Context: an optimization exercise on an open-source flow, tuned for small area, a short achievable clock period and few clock cycles. The choices shown serve that exercise and are no tape-out recipe. Power figures rest on the tool's default switching activity, not on a simulated workload.

==> inputs of try-violet <==
## cmri_core
module cmri_core (
    input  wire        clk,
    input  wire        rst,
    input  wire [6:0]  local_id,
    input  wire        rx_valid,
    input  wire [7:0]  rx_data,
    output wire        rx_ready,
    input  wire [63:0] in_lines,
    output wire        ev_valid,
    input  wire        ev_ready,
    output wire [2:0]  ev_kind,
    output wire [7:0]  ev_data,
    output wire        ev_bit,
    output wire [63:0] out_lines,
    output wire [15:0] cnt_bytes,
    output wire [15:0] cnt_frames_seen,
    output wire [15:0] cnt_frames_proc,
    output wire [15:0] cnt_errors
);
    wire       disp_valid;
    wire       disp_match;
    wire       parse_error;
    wire       is_i;
    wire       is_t;
    wire       is_p;
    wire       n_in_payload;
    wire       n_in_maybe;
    wire       n_store;
    wire       n_is_p;
    wire [6:0] pay_len;
    wire [7:0] pay_rd_data;
    wire [6:0] pay_rd_addr;
    wire [63:0] first8;
    wire [63:0] first8_hi;
    wire       sel_pick;
    wire       f_sel;
    wire       n_f_sel;
    wire       byte_taken;
    wire       p_sample;
    wire       p_region;
    reg  [7:0] node_addr;
    always @(posedge clk)
        node_addr <= {1'b0, local_id} + 8'd65;
    assign byte_taken = rx_valid & rx_ready;
    cmri_parser u_parser (
        .clk          (clk),
        .rst          (rst),
        .node_addr    (node_addr),
        .in_valid     (byte_taken),
        .in_byte      (rx_data),
        .p_sample     (p_sample),
        .p_region     (p_region),
        .in_lines     (in_lines),
        .disp_valid   (disp_valid),
        .disp_match   (disp_match),
        .error        (parse_error),
        .is_i         (is_i),
        .is_t         (is_t),
        .is_p         (is_p),
        .n_in_payload (n_in_payload),
        .n_in_maybe   (n_in_maybe),
        .n_store      (n_store),
        .n_is_p       (n_is_p),
        .pay_len      (pay_len),
        .rd_addr      (pay_rd_addr),
        .rd_data      (pay_rd_data),
        .first8       (first8),
        .first8_hi    (first8_hi),
        .sel_pick     (sel_pick),
        .f_sel        (f_sel),
        .n_f_sel      (n_f_sel)
    );
    cmri_dispatch u_dispatch (
        .clk          (clk),
        .rst          (rst),
        .node_addr    (node_addr),
  ...
==> flow/config.mk <==
export PLATFORM = sky130hd
export DESIGN_NAME = cmri_core
export DESIGN_NICKNAME = cmri_core
export VERILOG_FILES = /design/flow/design.v
export SDC_FILE = /design/flow/constraint.sdc
export NUM_CORES = 4
export LEC_CHECK = 0
export CAP_MARGIN = 20
export CORE_MARGIN = 2
export CORE_UTILIZATION = 40
export SETUP_SLACK_MARGIN = 4.5
export SLEW_MARGIN = 20
export TNS_END_PERCENT = 10
==> flow/constraint.sdc <==
create_clock -name core_clock -period 8.0 [get_ports {clk}]
set_input_delay 1.6000 -clock core_clock [delete_from_list [all_inputs] [get_ports {clk}]]
set_output_delay 1.6000 -clock core_clock [all_outputs]
set_load 0.01 [all_outputs]
standard.sh (not shown) runs the stock make flow with config.mk's settings and CLKGATE_MAP_FILE= SYNTH_SCRIPT=/design/flow/synth_recipe.tcl, a recipe that flattens the netlist after the stock synthesis.
==> flow/flow/run.sh <==
#!/bin/bash
# The standard layout, with plain buffers on the ports instead of the
# default delay-cell choice, and a clock tree without dummy loads.
set -euo pipefail
bash standard.sh finish 'BUFFER_PORTS_ARGS=-buffer_cell sky130_fd_sc_hd__buf_2' \
  'CTS_ARGS=-sink_clustering_enable -repair_clock_nets -dont_use_dummy_load' > make_finish.log 2>&1
==> try-juniper (differences from try-violet) <==
--- a/flow/design.v
+++ b/flow/design.v
@@ -2,11 +2,11 @@
     input  wire       clk,
     input  wire       rst,
     input  wire [7:0] node_addr,
     input  wire       in_valid,      
     input  wire [7:0] in_byte,
-    input  wire       p_sample,
+    input  wire       p_ok,          
     input  wire       p_region,
     input  wire [63:0] in_lines,
     output wire       disp_valid,
     output wire       disp_match,
     output wire       error,
@@ -141,18 +141,19 @@
     always @(posedge clk) begin
         w_go   <= in_valid && do_append && (is_i || is_t);
         w_addr <= wr_addr;
         w_byte <= in_byte;
     end
+    wire p_wr = (state == S_MAYBE_DATA) && is_p && p_ok;
     integer w;
     always @(posedge clk) begin
         if (w_go)
             payload[w_addr] <= w_byte;
-        if (p_sample && !p_region)
+        if (p_wr && !p_region)
             for (w = 0; w < 8; w = w + 1)
                 payload[64 + w] <= in_lines[w*8 +: 8];
-        if (p_sample && p_region)
+        if (p_wr && p_region)
             for (w = 0; w < 8; w = w + 1)
                 payload[56 + w] <= in_lines[w*8 +: 8];
     end
 endmodule
 module cmri_dispatch (
@@ -167,12 +168,11 @@
     input  wire        n_in_maybe,
     input  wire        n_store,
     input  wire        n_is_p,
     input  wire [6:0]  pay_len,
     output wire [6:0]  rd_addr,
-    output wire        p_sample,      
-    output wire        p_region,
+    output wire        p_region,      
     input  wire [63:0] first8_hi,
     output wire        sel_pick,      
     input  wire        f_sel,         
     input  wire        n_f_sel,
     input  wire [7:0]  rd_data,
@@ -225,11 +225,11 @@
     reg        a_flip;      
     assign rd_addr   = {idx[6], idx[5] ^ (a_flip & ~idx[6]), idx[4:0]};
     wire [1:0] new_kind = is_i ? J_I : is_t ? J_T : is_p ? J_P : J_NONE;
     wire       new_job  = disp_valid && (is_i || is_t || is_p);
     wire [63:0] newpat;
-    genvar g, l;
+    genvar g;
     generate
         for (g = 0; g < 8; g = g + 1) begin : g_pat
             assign newpat[g*8 +: 8] = !a_th[g] ? 8'h00 :
                                       a_reg ? first8_hi[g*8 +: 8] : first8[g*8 +: 8];
         end
@@ -335,19 +335,22 @@
     wire a_free   = (a_kind == J_NONE) || (step && e_last);
     wire b_full   = (b_kind != J_NONE);
     wire c_full   = (c_kind != J_NONE);
     wire p_to_etx = (ph == P_DATA) && (hcnt == 4'd8) && !send_dle;
     wire a_p_busy = (a_kind == J_P) && (ph != P_ETX);
-    wire a_hold = (a_kind == J_I) || (a_kind == J_T);
+    wire a_hold   = (a_kind == J_I) || (a_kind == J_T);
+    wire a_hold_f = (a_kind == J_I) || (a_kind == J_T && ph == T_START);
     wire b_hold = (b_kind == J_I) || (b_kind == J_T);
     wire c_hold = (c_kind == J_I) || (c_kind == J_T);
     wire a_wide = (a_kind == J_I) && (a_len > 7'd32);
     wire b_wide = (b_kind == J_I) && (b_len > 7'd32);
     wire c_wide = (c_kind == J_I) && (c_len > 7'd32);
     wire occ0 = (a_hold && (!a_reg || a_wide)) || (b_hold && (!b_reg || b_wide)) ||
                 (c_hold && (!c_reg || c_wide));
-    assign sel_pick = occ0;
+    wire occ1 = (a_hold && ( a_reg || a_wide)) || (b_hold && ( b_reg || b_wide)) ||
+                (c_hold && ( c_reg || c_wide));
+    assign sel_pick = !occ0 ? 1'b0 : !occ1 ? 1'b1 : a_hold ? a_reg : b_reg;
     wire used0 = (a_p_busy && !a_reg) || (b_kind == J_P && !b_reg) ||
                  (c_kind == J_P && !c_reg);
     wire used1 = (a_p_busy &&  a_reg) || (b_kind == J_P &&  b_reg) ||
                  (c_kind == J_P &&  c_reg);
     wire r0_blk = (a_kind == J_I && a_len > 7'd64) || (b_kind == J_I && b_len > 7'd64) ||
@@ -395,11 +398,10 @@
     always @(*) begin
         a_tmax = 3'd0;
         for (k = 0; k < 8; k = k + 1)
             if (bnz_r[k]) a_tmax = k;
     end
-    wire       a_hold_f  = (a_kind == J_I) || (a_kind == J_T && ph == T_START);
     wire       s_a_hold  = s_free ? b_hold : a_hold_f;
     wire       s_a_tfl   = !s_free && a_tfl;
     wire       s_a_wide  = s_free ? b_wide : a_wide;
     wire       s_a_reg   = s_free ? b_reg  : a_reg;
     wire [1:0] s_a_kind  = s_free ? b_kind : a_kind;
@@ -436,11 +438,10 @@
         .hold_it0 (h1_it0), .hold_it1 (h1_it1), .hold_p (h1_p)
     );
     wire n_hold_it = n_in_payload && n_store &&
                      (can_push ? (n_f_sel ? h1_it1 : h1_it0) : (n_f_sel ? h0_it1 : h0_it0));
     wire n_hold_p  = n_in_maybe && n_is_p && (can_push ? h1_p : h0_p);
-    assign p_sample = disp_valid && is_p;
     always @(posedge clk) begin
         if (rst) begin
             ev_valid <= 1'b0;
             ev_kind  <= EV_TX_BYTE;
             ev_data  <= 8'h00;
@@ -669,11 +670,10 @@
     wire [63:0] first8_hi;
     wire       sel_pick;
     wire       f_sel;
     wire       n_f_sel;
     wire       byte_taken;
-    wire       p_sample;
     wire       p_region;
     reg  [7:0] node_addr;
     always @(posedge clk)
         node_addr <= {1'b0, local_id} + 8'd65;
     assign byte_taken = rx_valid & rx_ready;
@@ -681,11 +681,11 @@
         .clk          (clk),
         .rst          (rst),
         .node_addr    (node_addr),
         .in_valid     (byte_taken),
         .in_byte      (rx_data),
-        .p_sample     (p_sample),
+        .p_ok         (rx_ready),
         .p_region     (p_region),
         .in_lines     (in_lines),
         .disp_valid   (disp_valid),
         .disp_match   (disp_match),
         .error        (parse_error),
@@ -717,11 +717,10 @@
         .n_in_maybe   (n_in_maybe),
         .n_store      (n_store),
         .n_is_p       (n_is_p),
         .pay_len      (pay_len),
         .rd_addr      (pay_rd_addr),
-        .p_sample     (p_sample),
         .p_region     (p_region),
         .rd_data      (pay_rd_data),
         .first8       (first8),
         .first8_hi    (first8_hi),
         .sel_pick     (sel_pick),
Settings changed: CORE_UTILIZATION 40 to 55, TNS_END_PERCENT 10 to unset.
==> comparison table <==
metric	try-juniper	try-violet
Run status	no timing/DRC/antenna violations	no timing/DRC/antenna violations
Layout net count	3,400	3,568
Via total after detailed routing	27,800	28,400
End of the worst hold path	u_dispatch.ev_bit$_SDFFE_PP0N_	u_dispatch.ev_kind[1]$_SDFFE_PP0N_
Starting Density	0.556	0.402
Number of well taps	950	1,298
Non-clock buffering overhead	0.0477	0.0421
Clock tree buffer count of the final layout	88	91
Multi-input combinational area share	0.357	0.358
Gate count after technology mapping	3,070	3,253
Met1 track demand over resource in global routing	0.465	0.332
Internal Pwr Total	6.82 mW	6.86 mW
Row count	98	116
Post-Synth XOR/XNOR Area	0.0311	0.0258
Source-to-sink clock delay at the later pin of the worst-skew pair	0.68 ns	0.67 ns
Maximum fanout along the worst path	7	8
Width of the die	273 microns	320 microns
Power attributed to the clock group	3.49 mW	3.57 mW
DRC violation total after the first TritonRoute iteration	3,248	3,479
Worst IR Drop VDD	0.212 mV	0.145 mV
Total Power Consumption	8.81 mW	8.83 mW
Number of non-clock inverters in the layout	48	58
Area taken by flip-flops and latches	23,200 sq um	23,200 sq um
Total non-filler cell area in the finished layout	44,900 sq um	45,500 sq um
First-pass GRT wire length	179,000 microns	180,000 microns
Proportion of cell area occupied by registers	0.516	0.509
M1 WL	51,400 microns	53,200 microns
No run of this note included a check of the RTL's function; only the layout flow was run.

what the ideal ports hide:
The flow's constraints put no driver on any port. The routed layouts listed below were extracted and timed again, unchanged, in two steps. Step 1: set_driving_cell puts a clkbuf_16 on clk and a buf_2 on each other input, an assumption about the parent block. Step 2 times the ports against the registers' clock, not the clock port: input delays grow and output delays shrink by t, the midpoint of the rising clock arrivals with the driver on. a / b / c = ideal ports / drivers / drivers and shift; a / b = the first two.
run	t, ns	setup slack, ns	hold WS [ns]	worst slew at a driven data input, ns
try-violet	0.704	4.345 / 4.371 / 3.667	0.466 / 0.466 / 0.466	0.06
try-juniper	0.703	4.336 / 4.359 / 3.656	0.474 / 0.474 / 0.474	0.07
After both steps setup and hold are still met in every run listed. The setup slack of try-juniper, which loses most, moves by +0.023 ns with the drivers and by -0.680 ns with both steps.
